Source: an optimization exercise on an open RTL-to-GDS flow (aim: small area). Production flows keep margins and buffers that such runs may drop.
In this exercise RTL edits were held to simulation tests only and were not proved equivalent to the original.
No activity file was given, so power comes from the tool's default toggle rates.

`design/flow/design.v`:
```
module linkcore_dp (
    input  wire        clk,
    input  wire        rst,         
    input  wire        op_valid,
    output wire        op_ready,
    input  wire [7:0]  op_code,
    input  wire [31:0] op_a,
    input  wire [31:0] op_b,
    output reg         res_valid,
    output wire        res_err,
    output wire [31:0] res_data,
    output wire [31:0] key,
    output wire [31:0] csum,
    output wire [31:0] localkey,
    output wire [31:0] remotekey,
    output wire [31:0] err
);
    localparam OP_NOP        = 4'h0;
    localparam OP_CSUM_INIT  = 4'h1;
    localparam OP_CSUM_FOLD  = 4'h2;
    localparam OP_CSUM_FINAL = 4'h3;
    localparam OP_KDF        = 4'h4;
    localparam OP_RKEY       = 4'h5;
    localparam OP_KSEED      = 4'h6;
    localparam OP_KADV       = 4'h7;
    localparam OP_MASK       = 4'h8;
    localparam OP_CRYPT      = 4'h9;
    localparam OP_RESV       = 4'hA;    
    localparam OP_PAYW       = 4'hB;
    localparam OP_SEAL       = 4'hC;
    localparam OP_MISAL      = 4'hD;    
    localparam OP_WINSM      = 4'hE;    
    localparam [31:0] CSUM_SEED      = 32'h0000_15A0;
    localparam [31:0] MASK_CONST     = 32'h2079_6220;
    localparam [31:0] REMOTE_KEY_XOR = 32'h6F64_6573;
    localparam [31:0] KDF_C0         = 32'h4B61_7761;
    localparam [31:0] KDF_C1         = 32'h7365_646F;
    localparam M_CLR  = 2'd0;
    localparam M_IDLE = 2'd1;
    localparam M_PRE  = 2'd2;
    localparam M_POST = 2'd3;
    reg [31:0] K, C, R, O, S;
    reg [15:0] L;               
    reg [15:0] T;
    reg [4:0]  p;
    reg [1:0]  mode;
    reg [2:0]  pass;
    reg        predone;
    reg [3:0]  opl;
    reg        c1, c2;          
    reg        e4, e6, e8, l1, l2;    
    assign key       = K;
    assign csum      = C;
    wire       lv   = L[15];
    wire       ln8  = L[1];
    wire [6:0] lnh  = {~L[6], ~L[5], L[4], L[3], L[2] ^ L[1], L[1], ~L[0]};    
    wire       ln14 = L[7] ^ ~L[1];
    wire [7:0] ls8  = {1'b0, lnh} + 8'h38 + {7'd0, ln14};
    wire [31:0] lcx = ln8 ? KDF_C1 : KDF_C0;
    wire [7:0] llo  = {1'b1, ls8[6:0]} ^ lcx[7:0];
    assign localkey  = {L[15:8], lv, L[6:0],
                        lv, lv, 1'b0, L[1], lv, lv, lv & ~L[1], L[7],
                        llo & {8{lv}}};
    assign remotekey = R;
    assign res_data  = O;
    assign err       = {8'd0, 4'd0, eany & ~l2, l2, l1, eany, 6'd0, 1'b0, e8, 1'b0, e6, 1'b0, e4, 4'd0};
    function pge(input [4:0] n, input [4:0] ph);
        pge = (32'hFFFF_FFFF << n) >> ph;
    endfunction
    localparam [31:0] PLE6   = 32'h0000_007F;
    localparam [31:0] P16_22 = 32'h007F_0000;
    localparam [31:0] P24_30 = 32'h7F00_0000;
    wire eany  = e4 | e6 | e8;
    wire p0    = (p == 5'd0);
    wire p31   = (p == 5'd31);
    wire plo   = ~p[4];         
    assign op_ready = (mode == M_IDLE) && p0 && (!op_valid || predone);
    wire accept = op_ready && op_valid;
    wire [3:0] pc  = op_code[3:0];
    wire a_t = op_a[p];
    wire b_t = op_b[p];
    wire pc_kdf  = (pc == OP_KDF);
    wire pc_rkey = (pc == OP_RKEY);
    wire pc_seal = (pc == OP_SEAL);
    wire pc_msk  = (pc == OP_MASK) || (pc == OP_CRYPT) || (pc == OP_PAYW) || pc_seal;
    wire pc_fold = (pc == OP_CSUM_FOLD) || (pc == OP_PAYW);
    wire pc_tld  = (pc == OP_CSUM_FINAL) || pc_seal;
    localparam [31:0] K_NEG = 32'hFE00_0001;
    localparam [31:0] K_SUB = 32'hFFFF_FE00;
    wire x_t   = pc_seal ? b_t : a_t;
    wire k_t   = pc_kdf ? K_SUB[p] : K_NEG[p];
    wire z_t;
    wire unit  = pc_msk  ? (z_t ^ MASK_CONST[p]) :
                 pc_kdf  ? z_t :
                 pc_rkey ? (a_t ^ REMOTE_KEY_XOR[p]) : 1'b0;
    wire cseal = C[0] | (~plo & T[0]);             
    wire d_t   = pc_seal ? cseal : (pc_msk ? b_t : 1'b0);
    wire s_pre = d_t ^ unit;
    wire fw_t  = (pc == OP_PAYW) ? b_t : a_t;
    wire fb    = T[0] ^ C[0] ^ fw_t;
    wire n8    = op_a[11] ^ ~(op_a[9] | op_a[10]);    
    wire mult = (opl == OP_KADV) || (opl == OP_CRYPT) || (opl == OP_PAYW) || (opl == OP_SEAL);
    wire in_post = (mode == M_POST);
    wire last = in_post && (pass == 3'd5);
    reg        na, n1, n2;
    reg        g1, g2;
    reg        ta, tp1, tp2;
    wire       kk;
    always @(*) begin
        case (pass)
            3'd1:    begin na = 1'b0; ta = K[0];
                           n1 = 1'b0; g1 = pge(5'd13, p); tp1 = K[19];
                           n2 = 1'b0; g2 = pge(5'd16, p); tp2 = K[16]; end
            3'd2:    begin na = 1'b1; ta = O[0];
                           n1 = 1'b1; g1 = pge(5'd2, p);  tp1 = O[30];
                           n2 = 1'b0; g2 = pge(5'd4, p);  tp2 = O[28]; end
            3'd3:    begin na = 1'b0; ta = K[0];
                           n1 = 1'b0; g1 = pge(5'd6, p);  tp1 = O[26];
                           n2 = 1'b0; g2 = pge(5'd8, p);  tp2 = O[24]; end
            3'd4:    begin na = 1'b0; ta = K[0];
                           n1 = 1'b1; g1 = pge(5'd16, p); tp1 = O[16];
                           n2 = 1'b0; g2 = pge(5'd18, p); tp2 = O[14]; end
            3'd5:    begin na = 1'b0; ta = S[10];                   
                           n1 = 1'b0; g1 = 1'b1;          tp1 = kk;
                           n2 = 1'b0; g2 = 1'b0;          tp2 = 1'b0;  end
            default: begin na = pc_msk; ta = x_t;                   
                           n1 = 1'b0; g1 = 1'b1;          tp1 = k_t;
                           n2 = 1'b0; g2 = 1'b0;          tp2 = 1'b0;  end
        endcase
    end
    wire acc = na ^ ta;
    wire t1 = n1 ^ (g1 & tp1);
    wire t2 = n2 ^ (g2 & tp2);
    wire i12 = (pass == 3'd2) || (pass == 3'd4);    
    wire c1e = p0 ? i12 : c1;
    wire c2e = p0 ? i12 : c2;
    wire sum1 = acc ^ t1 ^ c1e;
    wire co1  = (acc & t1) | (acc & c1e) | (t1 & c1e);
    wire sum2 = sum1 ^ t2 ^ c2e;
    wire co2  = (sum1 & t2) | (sum1 & c2e) | (t2 & c2e);
    assign z_t = sum1;
    wire y_t  = sum2;
    assign kk = (p == 5'd0) ? S[17] : ((p == 5'd3) || (p == 5'd4) || (p == 5'd5));
    wire ks   = sum1;
    reg  vb;
    always @(*) begin
        if (PLE6[p])          vb = ks;
        else if (p == 5'd8)   vb = S[9];                  
        else if (P16_22[p])   vb = S[26];    
        else if (P24_30[p])   vb = S[11];    
        else                  vb = (32'h8080_B880 >> p) & 1'b1;
    end
    wire kdf_t = vb ^ (T[0] ? KDF_C1[p] : KDF_C0[p]);
    wire er_res = (opl == OP_RESV);
    wire er_mis = (opl == OP_MISAL);
    wire er_win = (opl == OP_WINSM);
    wire er_any = er_res | er_mis | er_win;
    assign res_err = er_any;       
    wire clr = (mode == M_CLR);
    wire pre = (mode == M_PRE);
    wire seed_t = CSUM_SEED[p];
    wire o_init = (opl == OP_CSUM_INIT);
    wire o_cfold = (opl == OP_CSUM_FOLD) || (opl == OP_PAYW);     
    wire o_cor   = (opl == OP_CSUM_FINAL) || (opl == OP_SEAL);    
    wire o_cgrp  = o_init || (opl == OP_CSUM_FOLD) || (opl == OP_CSUM_FINAL);    
    wire o_kdf   = (opl == OP_KDF);
    wire o_rkey  = (opl == OP_RKEY);
    wire o_kseed = (opl == OP_KSEED);
    wire o_kgrp  = o_kseed || (opl == OP_KADV) || (opl == OP_MASK) || (opl == OP_CRYPT) ||
                   (opl == OP_PAYW) || (opl == OP_SEAL);                        
    wire mulk = in_post && mult && (pass == 3'd2 || pass == 3'd3 || pass == 3'd4);
    wire mulo = in_post && mult && (pass == 3'd1);
    wire hK = clr ? 1'b0 :
              (last && o_kseed) ? R[0] :
              mulk ? y_t : K[0];
    wire hC = (clr || (last && o_init)) ? seed_t :
              ((~(last && o_cfold) & C[0]) |
               (last & ((o_cfold & plo) | (o_cor & ~plo)) & T[0]));
    wire hR = clr ? 1'b0 : (last && o_rkey) ? S[0] : R[0];
    wire hL = clr ? 1'b0 :
              (last && o_kdf && p[4]) ? ((p == 5'd23) ? (S[26] ^ ~T[0]) : kdf_t) : L[0];
    wire hO = clr ? 1'b0 :
              mulo ? y_t :
              !last ? O[0] :
              o_cgrp ? hC :
              o_kdf  ? kdf_t :
              o_rkey ? S[0] :
              o_kgrp ? (hK ^ S[0]) : O[0];
    wire hS = pre ? s_pre : S[0];
    wire tfold = pre && pc_fold;
    reg  hT;
    always @(*) begin
        if (pre) begin
            if (pc_fold)      hT = fb;
            else if (pc_tld)  hT = plo ? a_t : T[0];
            else if (pc_kdf)  hT = n8;
            else              hT = 1'b0;
        end else if (in_post || (mode == M_IDLE && predone))
            hT = T[0];
        else
            hT = 1'b0;
    end
    wire [15:0] tpoly = tfold ? (16'hA1C1 & {16{fb}}) : 16'h0000;
    always @(posedge clk) begin
        K <= {hK, K[31:1]};
        C <= {hC, C[31:1]};
        L <= {hL, L[15:1]};
        R <= {hR, R[31:1]};
        O <= {hO, O[31:1]};
        S <= {hS, S[31:1]};
        T <= {hT, T[15:1] ^ tpoly[14:0]};
    end
    always @(posedge clk) begin
        if (pre || in_post) c1 <= co1;
        c2 <= co2;
    end
    always @(posedge clk) begin
        if (rst) begin
            p         <= 5'd0;
            mode      <= M_CLR;
            pass      <= 3'd0;
            predone   <= 1'b0;
            res_valid <= 1'b0;
            e4 <= 1'b0; e6 <= 1'b0; e8 <= 1'b0;
            l1 <= 1'b0; l2 <= 1'b0;
        end else begin
            p         <= p + 5'd1;
            res_valid <= 1'b0;
            if (!op_valid || accept) predone <= 1'b0;
            case (mode)
                M_CLR:  if (p31) mode <= M_IDLE;
                M_IDLE: begin
                    if (accept) begin
                        mode <= M_POST;
                        pass <= 3'd0;
                        opl  <= (op_code[7:4] != 4'h0 || pc == 4'hA || pc == 4'hD ||
                                 pc == 4'hE || pc == 4'hF) ? OP_RESV :
                                (pc == OP_PAYW && op_a[1:0] != 2'b00) ? OP_MISAL :
                                (pc == OP_KDF && !c1) ? OP_WINSM : pc;
                    end else if (p31 && op_valid && !predone) begin
                        mode    <= M_PRE;
                        predone <= 1'b1;
                    end
                end
                M_PRE:  if (p31) mode <= M_IDLE;
                M_POST: if (p31) begin
                    pass <= pass + 3'd1;
                    if (pass == 3'd5) begin
                        mode      <= M_IDLE;
                        res_valid <= 1'b1;
                        if (er_res) begin e6 <= 1'b1; l1 <= 1'b1; l2 <= 1'b1; end
                        if (er_mis) begin e8 <= 1'b1; l1 <= 1'b0; l2 <= 1'b0; end
                        if (er_win) begin e4 <= 1'b1; l1 <= 1'b0; l2 <= 1'b1; end
                    end
                end
            endcase
        end
    end
endmodule
```
`design/flow/flow/run.sh`:
```
#!/bin/bash
# The standard layout (standard.sh), changed in three ways:
#  - synthesis maps the logic with an area-oriented ABC script
#    (flow/abc_area.scr) instead of ORFS's speed script, and leaves adders to
#    ABC (ADDER_MAP_FILE empty) instead of mapping them first; the rest of
#    the synthesis (synth_recipe.tcl, ORFS synth.tcl) is unchanged, so the
#    registers keep their names and cell types;
#  - the port buffers are the smallest buffer cell (buf_1);
#  - the clock tree uses clkbuf_4 leaves without dummy loads.
set -euo pipefail
here=$(pwd)
abc_scr=$here/flow/abc_area.scr
sed "s|log_cmd abc {\*}\$abc_args|log_cmd abc -script $abc_scr {*}[lrange \$abc_args 2 end]|" \
    "$FLOW_HOME/scripts/synth.tcl" > "$here/synth_area.tcl"
grep -q "abc -script $abc_scr" "$here/synth_area.tcl"
sed "s|source \$::env(SCRIPTS_DIR)/synth.tcl|source $here/synth_area.tcl|" \
    "$here/synth_recipe.tcl" > "$here/synth_recipe_area.tcl"
grep -q "source $here/synth_area.tcl" "$here/synth_recipe_area.tcl"
sed "s|SYNTH_SCRIPT=[^ ]*|SYNTH_SCRIPT=$here/synth_recipe_area.tcl ADDER_MAP_FILE=|" \
    "$here/standard.sh" > "$here/standard_area.sh"
grep -q "SYNTH_SCRIPT=$here/synth_recipe_area.tcl" "$here/standard_area.sh"
export BUFFER_PORTS_ARGS="-buffer_cell sky130_fd_sc_hd__buf_1"
export CTS_ARGS="-sink_clustering_enable -repair_clock_nets -buf_list sky130_fd_sc_hd__clkbuf_4 -root_buf sky130_fd_sc_hd__clkbuf_8 -dont_use_dummy_load -sink_clustering_size 11 -sink_clustering_max_diameter 50"
bash "$here/standard_area.sh" > "$here/standard.log" 2>&1
```
`design/flow/flow/abc_area.scr`:
```
strash
&get -n
&deepsyn -T 30
&put
dch -f
amap
```
`design/flow/standard.sh`:
```
#!/bin/bash
# synth_recipe.tcl (not shown) runs the flow's synth.tcl, then flattens the netlist and writes it again
# the make line also repeats each setting of config.mk as NAME=value (left out here)
make -C /OpenROAD-flow-scripts/flow DESIGN_CONFIG=/design/flow/config.mk WORK_HOME=/design/flow/orfs CLKGATE_MAP_FILE= SYNTH_SCRIPT=/design/flow/synth_recipe.tcl "${@:-finish}"
```
`design/flow/config.mk`:
```
export PLATFORM = sky130hd
export DESIGN_NAME = linkcore_dp
export DESIGN_NICKNAME = linkcore_dp
export VERILOG_FILES = /design/flow/design.v
export SDC_FILE = /design/flow/constraint.sdc
export NUM_CORES = 4
export LEC_CHECK = 0
export CAP_MARGIN = 20
export CORE_MARGIN = 2
export CORE_UTILIZATION = 40
export SLEW_MARGIN = 20
```
`design/flow/constraint.sdc`:
```
create_clock -name core_clock -period 10.0 [get_ports {clk}]
set_input_delay 2.0000 -clock core_clock [delete_from_list [all_inputs] [get_ports {clk}]]
set_output_delay 2.0000 -clock core_clock [all_outputs]
set_load 0.01 [all_outputs]
```
==> impl_metrics.tcl, run 1 <==
set metrics [dict create \
    fin_crit_ns 5.237 \
    cp-start-kind "flip-flop" \
    synthToLayoutAreaGrowth_pct 18.03 \
    crit_fanout 11 \
    routed_wl_mm 16.19 \
    max_slew.worst_pin.slew_ns 0.8770 \
    ys_seq_elements 215 \
    outcome "timing/DRC/antenna clean" \
    postRouteAntennaNets 0 \
    crit_path_end "O[31]" \
    critPathMostFrequentCell "nor2_1" \
    tns_ns 0 \
    critical-path-max-stage-delay_ns 0.73 \
    drive_above_1_share 0.03128 \
    wl_met1_mm 7.059 \
    synth.distinct_cells 46 \
    layout_common_cells "buf_1 (243), dfxtp_1 (210), nor2_1 (123)" \
    syn-cell-area_um2 6605 \
    io_buffers 243 \
    r2r_cells 24 \
    antenna_found_initial 0 \
    leakagePower_nw 2.853 \
    final_common_cell "buf_1" \
    wl_met3_mm 1.466 \
    required_ns 10.39 \
    root_buffer "clkbuf_8" \
    core_um2 16000 \
    clk_pin_slew_ns 0.11 \
    ys_warn_count 1 \
    grt_pass1_vias 4717 \
    r2r_start "p[1]" \
    cts_num_sinks 215 \
    reg2reg_slack_ns 4.76 \
    ys_async_sr_fraction 0 \
    p_clk_frac 0.283 \
    syn_inst 642 \
    vias 5352 \
    finalHoldViolCount 0 \
    first_pass_iters 5 \
    gr-total-overflow 0 \
    r2r_end "O[31]" \
    die_y_um 132.5 \
    hold_path_class "reg2reg" \
    fp.dieW_um 132.5 \
    p_switching_uw 309.1 \
    finalPower_mw 1.335 \
    cpMaxStageDelayCell "nor2_1" \
    skew_ns 0.05433 \
    synth_edf_count 5 \
    grt_max_degree 15 \
    wl_per_cell_um 14.57 \
    maxCapViolations 0 \
    gp_congestion 0.9485 \
    route.met2.wl_mm 7.248 \
    grt_usage 0.1732 \
    highest_layer "met4" \
    hold_buffers 0 \
    crit_path_start "p[1]" \
    vdd_drop_max_mv 0.1203 \
    cts_tree "done" \
    synth-seq-area-share 0.6592 \
    finalCritPeriodShare 0.5237 \
    via_per_inst 4.817 \
    grt_setup_unrepaired "false" \
    drc_errors 0 \
    start_util 0.4128 \
    dp_hpwl_mm 12.31 \
    crit_arrival_ns 5.63 \
    antenna_cells 0 \
    drt_iter0_markers 521 \
    insertion_delay_ns 0.51 \
    htreeDepth 1 \
    die_area_um2 17560 \
    clk_path_buf_depth 3 \
    cts_made_buffers 25 \
    swShare 0.2315 \
    slew_violations 0 \
    cts_resized 0 \
    fin_nets 972 \
    p_int_mw 1.026 \
    criticalPathCategory "reg2reg" \
    fmax_ghz 0.1910 \
    combPwrFrac 0.065 \
    finalSetupViolations 0 \
    critPathCaptureType "flip-flop" \
    rows 46 \
    grt_pass1_wl_mm 24.62 \
    seqPwrFrac 0.652 \
    num_io_pins 270 \
    ys.flop_type "dfxtp_1" \
    worstPathCellList "clkinv_1 > nor2_1 > clkinv_1 > o21ai_0 > nor4_1 > nor2_1 > o311ai_0 > a22o_1 > nor2_1 > a2111o_1 > nand3_1 > o21ai_0 > nor2_1 > a21oi_1 > nor2_1 > a21oi_1 > nand2_1 > o2111ai_1 > o21ai_0 > a21oi_1 > nor2_1 > a2111oi_0 > nor2_1 > a311oi_1" \
    relSlewSlack 0.4132 \
    avgSynthCellArea_um2 10.29 \
    powerDensity_nw_per_um2 171.3 \
    cts_setup_buffers 0 \
]
==> critical path, delay by kind of cell, from the launching register on <==
family	cells	cell delay (ns)
buffers and inverters	2	0.69
AOI/OAI and AO/OA	12	2.45
and+or+nand+nor	10	1.47
DFF	1	0.50
==> sequential cells by signal, summed over array words and instances, names as in the netlist <==
name and cells:
L 16, mode 2, O 32, R 32, c2 1, K 32, T 16, C 32
e6 1, l1 1, predone 1, e8 1, l2 1, S 32, p 5, pass 3
e4 1, res_valid 1, opl 4, c1 1
==> worst min path at each step <==
| stage | start | endpoint | cells past startpoint |
|---|---|---|---|
| floorplan | S[1] | S[0] | 0 |
| detailed placement | S[3] | S[2] | 0 |
| CTS | K[10] | K[9] | 0 |
| finish | K[10] | K[9] | 0 |
| global placement | S[28] | S[27] | 0 |
| global route | K[10] | K[9] | 0 |
==> logic make-up after synthesis <==
family / count (synthesis) / share of synthesized area
AO/OA/AOI/OAI: 124 / 0.1292
buffers and inverters: 88 / 0.07331
flip-flops: 215 / 0.6592
other: 1 / 0.0005677
AND/OR/NAND/NOR: 214 / 0.1377
==> layer usage <==
| layer | GRT usage | vias to the layer above |
|---|---|---|
| met3 | 0.04215 | 43 |
| met4 | 0.05436 | 0 |
| met1 | 0.2370 | 2379 |
| li1 | - | 2662 |
| met5 | 0 | - |
| met2 | 0.2709 | 268 |
==> synthesized netlist by cell type, types with 2 or more instances <==
library cell	instances	area [µm²]
o32a_1	2	20.02
a31oi_1	3	18.77
buf_4	41	307.8
a221oi_1	2	17.52
a222oi_1	11	110.1
a311o_1	2	20.02
o221ai_1	2	17.52
a22oi_1	3	22.52
and3_1	4	25.02
o21ai_0	26	130.1
nand2_1	36	135.1
nor4_1	3	18.77
or2_0	3	18.77
nand4_1	3	18.77
clkinv_1	46	172.7
nor3_1	18	90.09
nor2_1	123	461.7
o2111ai_1	2	17.52
a211oi_1	11	82.58
nand3_1	11	55.05
o32ai_1	2	17.52
a21oi_1	29	145.1
or3_1	5	31.28
o22a_1	2	17.52
a32oi_1	2	17.52
a2111oi_0	3	26.28
or4_1	2	15.01
o22ai_1	7	43.79
edfxtp_1	5	150.1
dfxtp_1	210	4204
a311oi_1	3	26.28
a21o_1	3	22.52
nor2b_1	4	25.02
==> power groups by stage <==
stage | logic, mW | registers (mW) | clock network [mW]
final | 0.0870 | 0.871 | 0.378
after global routing | 0.0961 | 0.872 | 0.434
after global placement | 0.0850 | 0.890 | 0
after CTS | 0.0857 | 0.871 | 0.401
after detailed placement | 0.0852 | 0.890 | 0
after floorplan | 0.0597 | 0.891 | 0
==> through the flow <==
stage,hold slack [ns],setup slack [ns],cells,cell area (µm²),util
after CTS,0.2819,4.876,1111,7791,0.4869
after detailed placement,0.3121,4.423,1086,7585,0.4740
final,0.2870,4.763,1111,7796,0.4873
after floorplan,0.3096,5.018,667,6699,-
after global placement,0.3101,4.549,1086,7585,0.4740
after global routing,0.2731,4.313,1111,7796,0.4873
==> cell type report <==
class / count / area, µm²
fillers: 1588 / 8204
flip-flops and latches: 215 / 4354
multi-input cells: 364 / 1866
repair buffers: 245 / 927.1
well taps: 216 / 270.3
clock buffers: 25 / 206.4
inverters: 46 / 172.7
==> inputs of run 2 (changes only) <==
--- a/design/flow/design.v
+++ b/design/flow/design.v
@@ -94,3 +94,3 @@
                  pc_kdf  ? z_t :
-                 pc_rkey ? (a_t ^ REMOTE_KEY_XOR[p]) : 1'b0;
+                 pc_rkey ? (a_t ^ REMOTE_KEY_XOR[p] ^ K[0]) : 1'b0;    
     wire cseal = C[0] | (~plo & T[0]);             
@@ -168,4 +168,4 @@
     wire o_kseed = (opl == OP_KSEED);
-    wire o_kgrp  = o_kseed || (opl == OP_KADV) || (opl == OP_MASK) || (opl == OP_CRYPT) ||
-                   (opl == OP_PAYW) || (opl == OP_SEAL);                        
+    wire o_kgrp  = o_kseed || o_rkey || (opl == OP_KADV) || (opl == OP_MASK) ||
+                   (opl == OP_CRYPT) || (opl == OP_PAYW) || (opl == OP_SEAL);   
     wire mulk = in_post && mult && (pass == 3'd2 || pass == 3'd3 || pass == 3'd4);
@@ -178,3 +178,3 @@
                (last & ((o_cfold & plo) | (o_cor & ~plo)) & T[0]));
-    wire hR = clr ? 1'b0 : (last && o_rkey) ? S[0] : R[0];
+    wire hR = clr ? 1'b0 : (last && o_rkey) ? (K[0] ^ S[0]) : R[0];
     wire hL = clr ? 1'b0 :
@@ -186,3 +186,2 @@
               o_kdf  ? kdf_t :
-              o_rkey ? S[0] :
               o_kgrp ? (hK ^ S[0]) : O[0];
==> impl_metrics.tcl, run 2 <==
set metrics [dict create \
    start_util 0.4056 \
    gr-usage-met2 0.2965 \
    crit_fanout 6 \
    drc_errors 0 \
    final_cell_area_um2 7853 \
    ys_async_sr_fraction 0 \
    clk_path_buf_depth 3 \
    insertion_delay_ns 0.54 \
    synth_common_cells "dfxtp_1 (210), nor2_1 (116), clkinv_1 (62), buf_4 (41)" \
    cts_tree "done" \
    fmax_ghz 0.1924 \
    skew_ns 0.09049 \
    grt_setup_unrepaired "false" \
    maxCapViolations 0 \
    synth_top_area_share 0.6318 \
    first_pass_iters 5 \
    vias 5550 \
    core_um2 16410 \
    top_usage_layer "met2" \
    num_io_pins 270 \
    criticalPathCategory "in2reg" \
    synthToLayoutAreaGrowth_pct 18.01 \
    outcome "timing/DRC/antenna clean" \
    die_y_um 133.0 \
    synth-seq-area-share 0.6544 \
    cts_setup_buffers 0 \
    finalHoldViolCount 0 \
    antenna_found_initial 0 \
    fin_crit_ns 5.198 \
    ys.flop_type "dfxtp_1" \
    powerDensity_nw_per_um2 168.1 \
    required_ns 10.49 \
    ys_warn_count 1 \
    rows 47 \
    dp_hpwl_mm 13.26 \
    tns_ns 0 \
    hold_path_class "reg2reg" \
    yosysMostFrequentCell "dfxtp_1" \
    drt_iter0_markers 264 \
    max_slew.worst_pin.slew_ns 1.155 \
    drive_above_1_share 0.03063 \
    gr-total-overflow 0 \
    cts_made_buffers 24 \
    synth.distinct_cells 38 \
    vdd_drop_max_mv 0.1215 \
    syn_inst 660 \
    layout_common_cells "buf_1 (243), dfxtp_1 (210), nor2_1 (116)" \
    synth_edf_count 5 \
    critPathCaptureType "flip-flop" \
    hold_buffers 0 \
    yosys.area.top_type "dfxtp_1" \
    root_buffer "clkbuf_8" \
    postRouteAntennaNets 0 \
    met3_usage 0.06015 \
    die_area_um2 17680 \
    final_cells 1134 \
    grt_pass1_wl_mm 26.99 \
    finalCritPeriodShare 0.5198 \
    cts_resized 0 \
    relSlewSlack 0.2103 \
    avgSynthCellArea_um2 10.08 \
    htreeDepth 1 \
    final_common_cell "buf_1" \
    fp.dieW_um 133.0 \
    cp-start-kind "primary input" \
    crit_arrival_ns 5.69 \
    grt_usage 0.1918 \
    clk_pin_slew_ns 0.11 \
    use_met1 0.2530 \
    routed_wl_mm 17.52 \
    finalSetupViolations 0 \
    fin_nets 991 \
    slew_violations 0 \
    ys_top_cells_by_area "dfxtp_1 (63%), nor2_1 (6.5%), buf_4 (4.6%)" \
    leakagePower_nw 2.884 \
    grt_pass1_vias 5169 \
    dp_cells 1110 \
    placed_area_um2 7654 \
    ys_seq_elements 215 \
    cts_num_sinks 215 \
    wl_per_cell_um 15.45 \
    io_buffers 243 \
    syn-cell-area_um2 6654 \
    antenna_cells 0 \
    grt_max_degree 15 \
    via_per_inst 4.894 \
    fillers 1645 \
    gp_congestion 0.9214 \
]
==> run 2: cell count changes after synthesis, moves of 6 or more <==
cell      before  now
clkinv_1      46   62
nor2_1       123  116
o21ai_0       26   34
o22ai_1        7   13
==> run 2: area by class of cell <==
| cell class | instances | area (µm²) | area share |
|---|---|---|---|
| clock buffer | 24 | 198.9 | 0.02533 |
| inverter | 62 | 232.7 | 0.02964 |
| multi-input combinational | 366 | 1849 | 0.2355 |
| sequential | 215 | 4354 | 0.5545 |
| tap | 220 | 275.3 | 0.03505 |
| timing repair buffer | 247 | 942.2 | 0.1200 |
==> run 2: cells by family after synthesis <==
| logic type | after synthesis | share of synthesized area |
|---|---|---|
| other cells | 1 | 0.0005636 |
| simple gates | 202 | 0.1282 |
| compound gates | 138 | 0.1350 |
| buf+inv | 104 | 0.08180 |
| flops | 215 | 0.6544 |
==> run 2: metrics by stage <==
step / hold WS [ns] / total power [mW] / util / setup WS [ns]
6_report: 0.2726 / 1.320 / 0.4786 / 4.802
4_1_cts: 0.2618 / 1.339 / 0.4786 / 4.942
2_1_floorplan: 0.3096 / 0.9409 / - / 5.281
3_3_place_gp: 0.3103 / 0.9664 / 0.4665 / 4.476
5_1_grt: 0.2676 / 1.387 / 0.4786 / 4.357
3_5_place_dp: 0.3121 / 0.9665 / 0.4665 / 4.355
==> run 2: path summary, 6_finish.rpt <==
check,from,slack [ns],cells past startpoint,end
max,op_a[1],4.80,18,O[31]
min,S[2],0.27,0,S[1]
max reg2reg,p[0],5.32,20,O[31]
min reg2reg,S[2],0.27,0,S[1]
==> run 2: critical path: stages <==
cell       delay [ns]
buf_1            0.10
a222oi_1         0.10
and3_1           0.18
a2111oi_0        0.98
nor2_1           0.25
o21ai_0          0.22
a21oi_1          0.07
a21oi_1          0.12
o21ai_0          0.11
nor2_1           0.15
a21oi_1          0.11
o21ai_0          0.25
nor2_1           0.07
a21oi_1          0.24
o21ai_0          0.11
o311a_1          0.13
a2111oi_0        0.30
o311a_1          0.19
==> run 2: where the power goes <==
group          switching, mW  internal (mW)
clock network          0.247          0.125
registers            0.00350          0.865
logic                 0.0526         0.0276
total                  0.303           1.02
==> run 2: metal layers <==
metal  share of wire  vias up  wire length (µm)
met5               0        -                 0
met4           0.025        0               445
met3            0.11       35              1942
met2            0.43      304              7545
met1            0.43     2511              7590
li1                -     2700                 -
==> inputs of run 3 (changes only) <==
--- a/design/flow/flow/run.sh
+++ b/design/flow/flow/run.sh
@@ -2,4 +2,5 @@
 # The standard layout (standard.sh), changed in three ways:
-#  - synthesis maps the logic with an area-oriented ABC script
-#    (flow/abc_area.scr) instead of ORFS's speed script, and leaves adders to
+#  - synthesis maps the logic with area-oriented ABC scripts
+#    (flow/abc_best.tcl runs flow/abc_area1..5.scr and keeps the smallest
+#    result) instead of ORFS's speed script, and leaves adders to
 #    ABC (ADDER_MAP_FILE empty) instead of mapping them first; the rest of
@@ -11,6 +12,5 @@
 here=$(pwd)
-abc_scr=$here/flow/abc_area.scr
-sed "s|log_cmd abc {\*}\$abc_args|log_cmd abc -script $abc_scr {*}[lrange \$abc_args 2 end]|" \
+sed "s|log_cmd abc {\*}\$abc_args|source $here/flow/abc_best.tcl|" \
     "$FLOW_HOME/scripts/synth.tcl" > "$here/synth_area.tcl"
-grep -q "abc -script $abc_scr" "$here/synth_area.tcl"
+grep -q "source $here/flow/abc_best.tcl" "$here/synth_area.tcl"
 sed "s|source \$::env(SCRIPTS_DIR)/synth.tcl|source $here/synth_area.tcl|" \
==> design/flow/flow/abc_area1.scr (new file) <==
strash
&get -n
&deepsyn -T 20 -S 1
&put
dch -f
amap
==> design/flow/flow/abc_area2.scr (new file) <==
strash
&get -n
&deepsyn -T 20 -S 2
&put
dch -f
amap
==> design/flow/flow/abc_area3.scr (new file) <==
strash
&get -n
&deepsyn -T 20 -S 3
&put
dch -f
amap
==> design/flow/flow/abc_area4.scr (new file) <==
strash
&get -n
&deepsyn -T 20 -S 4
&put
dch -f
amap
==> design/flow/flow/abc_area5.scr (new file) <==
strash
&get -n
&deepsyn -T 20 -S 5
&put
dch -f
amap
==> design/flow/flow/abc_best.tcl (new file) <==
# Map the logic with each of the ABC scripts abc_area1..5.scr (deepsyn with
# five different seeds, then area mapping) and keep the smallest result.
# Only the combinational mapping differs between the runs: the flip-flops
# are mapped before this step and are the same in every run.
set abc_rest [lrange $abc_args 2 end]
set abc_dir [file dirname [info script]]
design -save before_abc
set best_area -1
set best_i 0
foreach i {1 2 3 4 5} {
  design -load before_abc
  log_cmd abc -script $abc_dir/abc_area$i.scr {*}$abc_rest
  tee -q -o $::env(OBJECTS_DIR)/abc_area$i.stat stat {*}$lib_args
  set fh [open $::env(OBJECTS_DIR)/abc_area$i.stat r]
  set txt [read $fh]
  close $fh
  regexp {Chip area for module[^:]*:\s*([0-9.]+)} $txt -> area
  puts "ABC run $i: area $area"
  if { $best_area < 0 || $area < $best_area } {
    set best_area $area
    set best_i $i
    design -save best_abc
  }
}
puts "Keeping ABC run $best_i (area $best_area)"
design -load best_abc
removed: design/flow/flow/abc_area.scr
==> impl_metrics.tcl, run 3 <==
set metrics [dict create \
    outcome "timing/DRC/antenna clean" \
    p_switching_uw 301.6 \
    tns_ns 0 \
    hold_buffers 0 \
    synth_common_cells "dfxtp_1 (210), nor2_1 (93), clkinv_1 (59), a21oi_1 (43), nand2_1 (42)" \
    ys.flop_type "dfxtp_1" \
    via_per_inst 4.811 \
    finalCritPeriodShare 0.4835 \
    gr-total-overflow 0 \
    final_common_cell "buf_1" \
    gp_congestion 0.9188 \
    die_y_um 132.4 \
    avgSynthCellArea_um2 10.34 \
    leakagePower_nw 2.840 \
    combPwrFrac 0.060 \
    grt_pass1_vias 4904 \
    cts_setup_buffers 0 \
    synth_top_area_share 0.6371 \
    criticalPathCategory "in2reg" \
    cpLargestDelayFamily "compound AO/OA/AOI/OAI gates" \
    r2r_cells 18 \
    drive_above_1_share 0.03359 \
    ys_top_cells_by_area "dfxtp_1 (64%), nor2_1 (5.3%), buf_4 (4.7%)" \
    maxCapViolations 0 \
    drt_iter0_markers 302 \
    root_buffer "clkbuf_8" \
    routed_wl_mm 16.12 \
    insertion_delay_ns 0.52 \
    cp.depth 17 \
    fin_nets 970 \
    cts_made_buffers 24 \
    core_um2 16000 \
    start_util 0.4124 \
    max_slew.worst_pin.slew_ns 0.9048 \
    swShare 0.2286 \
    clk_pin_slew_ns 0.11 \
    clk_path_buf_depth 3 \
    antenna_cells 0 \
    ys_warn_count 1 \
    htreeDepth 1 \
    synthToLayoutAreaGrowth_pct 18.30 \
    vias 5335 \
    rows 46 \
    cp-start-kind "primary input" \
    ys_seq_elements 215 \
    skew_ns 0.04984 \
    synth.distinct_cells 43 \
    vdd_drop_max_mv 0.1146 \
    fin_util 0.4879 \
    grt_pass1_wl_mm 24.76 \
    required_ns 10.40 \
    cpMaxStageDelayCell "a2111oi_0" \
    grt_usage 0.1736 \
    syn_inst 638 \
    layout_common_cells "buf_1 (243), dfxtp_1 (210), nor2_1 (93)" \
    finalSetupViolations 0 \
    postRouteAntennaNets 0 \
    worstPathCellList "buf_1 > clkinv_1 > nand3_1 > clkinv_1 > a2111oi_0 > o32ai_1 > o21ai_0 > o21ai_0 > o21ai_0 > nor2_1 > a21oi_1 > a21oi_1 > o2111ai_1 > o21ai_0 > or2_0 > a41oi_1 > nor3_1" \
    drc_errors 0 \
    path_buf_inv 3 \
    num_io_pins 270 \
    cts_num_sinks 215 \
    yosys.area.top_type "dfxtp_1" \
    grt_max_degree 16 \
    synth-seq-area-share 0.6598 \
    wl_per_cell_um 14.54 \
    ys_async_sr_fraction 0 \
    critical-path-max-stage-delay_ns 0.44 \
    antenna_found_initial 0 \
    seqPwrFrac 0.659 \
    first_pass_iters 5 \
    holdWs_ns 0.2768 \
    fin_crit_ns 4.835 \
    fp.dieW_um 132.4 \
    dp_hpwl_mm 12.37 \
    p_int_mw 1.018 \
    crit_arrival_ns 5.24 \
    slew_violations 0 \
    critPathCaptureType "flip-flop" \
    die_area_um2 17540 \
    hold_path_class "reg2reg" \
    yosysMostFrequentCell "dfxtp_1" \
    grt_setup_unrepaired "false" \
    critPathMostFrequentCell "o21ai_0" \
    p_clk_frac 0.281 \
    io_buffers 243 \
    cts_tree "done" \
    synth_edf_count 5 \
    hold_depth 0 \
    cts_resized 0 \
    syn-cell-area_um2 6599 \
    crit_fanout 6 \
    fmax_ghz 0.2068 \
    powerDensity_nw_per_um2 169.0 \
    relSlewSlack 0.3891 \
    finalHoldViolCount 0 \
]
## run 3: power groups by stage
stage	Combinational [mW]	Sequential, mW	Clock (mW)
after detailed placement	0.0777	0.889	0
after global placement	0.0777	0.889	0
after CTS	0.0780	0.869	0.396
final	0.0792	0.869	0.371
after global routing	0.0881	0.870	0.425
after floorplan	0.0531	0.890	0
## run 3: cells by family after synthesis
family	after synthesis	share of synthesized area
AND/OR/NAND/NOR	182	0.1164
other	1	0.0005683
buffers and inverters	101	0.08077
AO/OA/AOI/OAI	139	0.1424
flip-flops	215	0.6598
## run 3: worst paths after layout
check	startpoint	endpoint	slack, ns
worst min register to register	T[10]	T[9]	0.28
worst min-delay path	T[10]	T[9]	0.28
worst max register to register	p[0]	O[31]	5.34
worst max-delay path	op_code[3]	O[31]	5.16
## run 3: layout make-up
type                    count  area [µm²]
flip-flops and latches    215        4354
clock buffers              24       198.9
well taps                 216       270.3
repair buffers            248       949.7
inverters                  59       221.5
fillers                  1627        8194
multi-input cells         347        1812
## run 3: routing by layer
layer  track usage  share of wire
met3       0.04713          0.097
met2        0.2815           0.45
met5             0              0
met4       0.06272          0.026
met1        0.2231           0.43
## run 3: metrics by stage
step / setup WS [ns] / cell area, µm² / std cells / total power [mW]
after global placement: 4.695 / 7607 / 1085 / 0.9664
after global routing: 4.725 / 7806 / 1109 / 1.384
final: 5.165 / 7806 / 1109 / 1.320
after CTS: 5.252 / 7806 / 1109 / 1.344
after detailed placement: 4.690 / 7607 / 1085 / 0.9664
after floorplan: 5.300 / 6693 / 663 / 0.9426
==> inputs of run 4 (changes only) <==
--- a/design/flow/design.v
+++ b/design/flow/design.v
@@ -94,3 +94,3 @@
                  pc_kdf  ? z_t :
-                 pc_rkey ? (a_t ^ REMOTE_KEY_XOR[p] ^ K[0]) : 1'b0;    
+                 pc_rkey ? (a_t ^ REMOTE_KEY_XOR[p]) : 1'b0;
     wire cseal = C[0] | (~plo & T[0]);             
@@ -168,4 +168,4 @@
     wire o_kseed = (opl == OP_KSEED);
-    wire o_kgrp  = o_kseed || o_rkey || (opl == OP_KADV) || (opl == OP_MASK) ||
-                   (opl == OP_CRYPT) || (opl == OP_PAYW) || (opl == OP_SEAL);   
+    wire o_kgrp  = o_kseed || (opl == OP_KADV) || (opl == OP_MASK) || (opl == OP_CRYPT) ||
+                   (opl == OP_PAYW) || (opl == OP_SEAL);                        
     wire mulk = in_post && mult && (pass == 3'd2 || pass == 3'd3 || pass == 3'd4);
@@ -178,3 +178,3 @@
                (last & ((o_cfold & plo) | (o_cor & ~plo)) & T[0]));
-    wire hR = clr ? 1'b0 : (last && o_rkey) ? (K[0] ^ S[0]) : R[0];
+    wire hR = clr ? 1'b0 : (last && o_rkey) ? S[0] : R[0];
     wire hL = clr ? 1'b0 :
@@ -186,2 +186,3 @@
               o_kdf  ? kdf_t :
+              o_rkey ? S[0] :
               o_kgrp ? (hK ^ S[0]) : O[0];
--- a/design/flow/flow/run.sh
+++ b/design/flow/flow/run.sh
@@ -3,3 +3,3 @@
 #  - synthesis maps the logic with area-oriented ABC scripts
-#    (flow/abc_best.tcl runs flow/abc_area1..5.scr and keeps the smallest
+#    (flow/abc_best.tcl runs flow/abc_area1..3.scr and keeps the smallest
 #    result) instead of ORFS's speed script, and leaves adders to
--- a/design/flow/flow/abc_best.tcl
+++ b/design/flow/flow/abc_best.tcl
@@ -1,3 +1,3 @@
-# Map the logic with each of the ABC scripts abc_area1..5.scr (deepsyn with
-# five different seeds, then area mapping) and keep the smallest result.
+# Map the logic with each of the ABC scripts abc_area1..3.scr (deepsyn with
+# three different seeds, then area mapping) and keep the smallest result.
 # Only the combinational mapping differs between the runs: the flip-flops
@@ -9,3 +9,3 @@
 set best_i 0
-foreach i {1 2 3 4 5} {
+foreach i {1 2 3} {
   design -load before_abc
removed: design/flow/flow/abc_area4.scr
removed: design/flow/flow/abc_area5.scr
==> impl_metrics.tcl, run 4 <==
set metrics [dict create \
    final_cell_area_um2 7750 \
    gp_congestion 0.8528 \
    synth.distinct_cells 42 \
    drc_errors 0 \
    slew_violations 0 \
    dp_cells 1077 \
    synthToLayoutAreaGrowth_pct 17.91 \
    drive_above_1_share 0.02935 \
    die_area_um2 17470 \
    cpLargestDelayFamily "compound AO/OA/AOI/OAI gates" \
    fin_crit_ns 5.466 \
    critical-path-max-stage-delay_ns 0.59 \
    fp.dieW_um 132.2 \
    highest_layer "met4" \
    grt_pass1_vias 4905 \
    core_um2 16000 \
    synth_common_cells "dfxtp_1 (210), nor2_1 (101), clkinv_1 (54), buf_4 (41), nand2_1 (38)" \
    ys_warn_count 1 \
    cts_tree "done" \
    synth_edf_count 5 \
    ys.flop_type "dfxtp_1" \
    ys_async_sr_fraction 0 \
    critPathMostFrequentCell "clkinv_1" \
    vias 5306 \
    grt_max_degree 14 \
    fillers 1604 \
    htreeDepth 1 \
    tns_ns 0 \
    via_per_inst 4.815 \
    fmax_ghz 0.1829 \
    grt_usage 0.1803 \
    wl_met3_mm 1.064 \
    antenna_found_initial 0 \
    rows 46 \
    finalSetupViolations 0 \
    routed_wl_mm 16.33 \
    leakagePower_nw 2.805 \
    dp_hpwl_mm 12.46 \
    cts_made_buffers 25 \
    ys_seq_elements 215 \
    skew_ns 0.04829 \
    final_common_cell "buf_1" \
    clk_path_buf_depth 3 \
    yosysMostFrequentCell "dfxtp_1" \
    first_pass_iters 5 \
    outcome "timing/DRC/antenna clean" \
    drt_iter0_markers 165 \
    crit_arrival_ns 5.84 \
    holdWs_ns 0.3196 \
    path_buf_inv 4 \
    die_y_um 132.2 \
    max_slew.worst_pin.slew_ns 0.9239 \
    cp-start-kind "flip-flop" \
    finalCritPeriodShare 0.5466 \
    clk_pin_slew_ns 0.10 \
    relSlewSlack 0.3790 \
    powerDensity_nw_per_um2 170.4 \
    critPathCaptureType "flip-flop" \
    multi_input_area_um2 1804 \
    hold_path_class "reg2reg" \
    required_ns 10.37 \
    wl_met1_mm 7.136 \
    placed_area_um2 7543 \
    synth_top_area_share 0.6396 \
    cts_resized 0 \
    yosys.area.top_type "dfxtp_1" \
    vdd_drop_max_mv 0.09006 \
    finalHoldViolCount 0 \
    root_buffer "clkbuf_8" \
    maxCapViolations 0 \
    layout_common_cells "buf_1 (243), dfxtp_1 (210), nor2_1 (101)" \
    start_util 0.4108 \
    syn-cell-area_um2 6573 \
    worstPathCellList "clkinv_1 > nor2_1 > clkinv_1 > o22ai_1 > nor2_1 > o211ai_1 > o41ai_1 > or4_1 > o41ai_1 > clkinv_1 > o221ai_1 > a222oi_1 > nor2_1 > a21oi_1 > clkinv_1 > a21oi_1 > a2111oi_0 > o21ai_0 > o21a_1 > a211oi_1 > a211oi_1" \
    hold_buffers 0 \
    insertion_delay_ns 0.51 \
    avgSynthCellArea_um2 10.35 \
    num_io_pins 270 \
    grt_setup_unrepaired "false" \
    io_buffers 243 \
    grt_pass1_wl_mm 25.65 \
    ys_top_cells_by_area "dfxtp_1 (64%), nor2_1 (5.8%), buf_4 (4.7%)" \
    criticalPathCategory "reg2reg" \
    cts_setup_buffers 0 \
    postRouteAntennaNets 0 \
    antenna_cells 0 \
    fin_nets 963 \
    final_cells 1102 \
    route.met2.wl_mm 7.839 \
    syn_inst 635 \
    gr-total-overflow 0 \
    cts_num_sinks 215 \
    synth-seq-area-share 0.6625 \
    seq_area_um2 4354 \
    cpMaxStageDelayCell "nor2_1" \
    wl_per_cell_um 14.81 \
    crit_fanout 12 \
]
[run 4: cell count changes in the layout (fill, tap and decap cells not counted), sizes merged, moves of 4 or more]
cell	previous run	this run
nand3	12	4
a222oi	12	5
clkinv	59	54
o21ai	23	30
buf	248	243
a21oi	43	36
nand2	42	38
o22ai	5	10
a211oi	8	13
nor2	93	101
[run 4: metrics by stage]
stage          utilization  power, mW  worst slack (ns)
6_report            0.4844      1.320             4.534
5_1_grt             0.4844      1.387             3.970
4_1_cts             0.4844      1.342             4.721
3_5_place_dp        0.4715     0.9596             4.578
3_3_place_gp        0.4715     0.9592             4.677
2_1_floorplan            -     0.9387             5.236
[run 4: kinds of logic (layout without fill, tap and decap cells)]
| logic type | Yosys count | after routing | synth area share |
|---|---|---|---|
| flops | 215 | 215 | 0.6625 |
| simple gates | 181 | 181 | 0.1154 |
| buf+inv | 96 | 322 | 0.07824 |
| other cells | 1 | 26 | 0.0005706 |
| compound gates | 142 | 142 | 0.1433 |
[run 4: worst register-to-register path, delay by kind of cell (launching register included)]
family	cells	cell delay, ns
buffers and inverters	4	1.17
flip-flops	1	0.44
AO/OA/AOI/OAI	13	2.50
AND/OR/NAND/NOR	4	1.24
[run 4: power by group]
group	internal [mW]	switching, mW	total (mW)
clock	0.130	0.249	0.379
combinational	0.0248	0.0496	0.0744
sequential	0.864	0.00342	0.867
[run 4: layout make-up]
type	instances	area share
multi-input cells	349	0.2328
repair buffers	243	0.1177
flip-flops and latches	215	0.5618
well taps	216	0.03487
clock buffers	25	0.02664
inverters	54	0.02615
[run 4: worst paths after layout]
check	start	to	depth (start not counted)	slack, ns
worst max-delay path	p[1]	L[15]	21	4.53
worst min register to register	S[14]	S[13]	0	0.32
worst min-delay path	S[14]	S[13]	0	0.32
worst max register to register	p[1]	L[15]	21	4.53
[run 4: metal layers]
metal,global-route usage,vias to the layer above
li1,-,2631
met1,0.2356,2440
met2,0.3032,206
met3,0.03652,29
met4,0.05317,0
met5,0,-

re-timing with driven ports:
How much do the figures lean on ideal ports? The routed layouts below were timed once more, with nothing changed but the port constraints. Step 1 assumes that a clkbuf_16 drives the clock port and a buf_2 every other input. Step 2 also shifts input and output timing later by t, the mid clock arrival at the registers, as if the neighbouring blocks saw the same clock. Slacks: ideal ports / drivers / drivers and shift; pairs: ideal ports / drivers.
run	t, ns	setup WS [ns]	hold WS [ns]	worst register clock-pin slew, ns
run 1	0.523	4.763 / 4.763 / 4.330	0.287 / 0.287 / 0.287	0.12 / 0.12
run 2	0.531	4.802 / 4.820 / 4.289	0.273 / 0.273 / 0.273	0.12 / 0.12
run 3	0.532	5.165 / 5.166 / 4.634	0.277 / 0.277 / 0.277	0.11 / 0.11
run 4	0.526	4.534 / 4.534 / 4.414	0.320 / 0.320 / 0.320	0.11 / 0.11
After both steps every run listed still meets setup and hold. The setup slack of run 3, which loses most, moves by +0.001 ns with the drivers and by -0.531 ns with both steps.
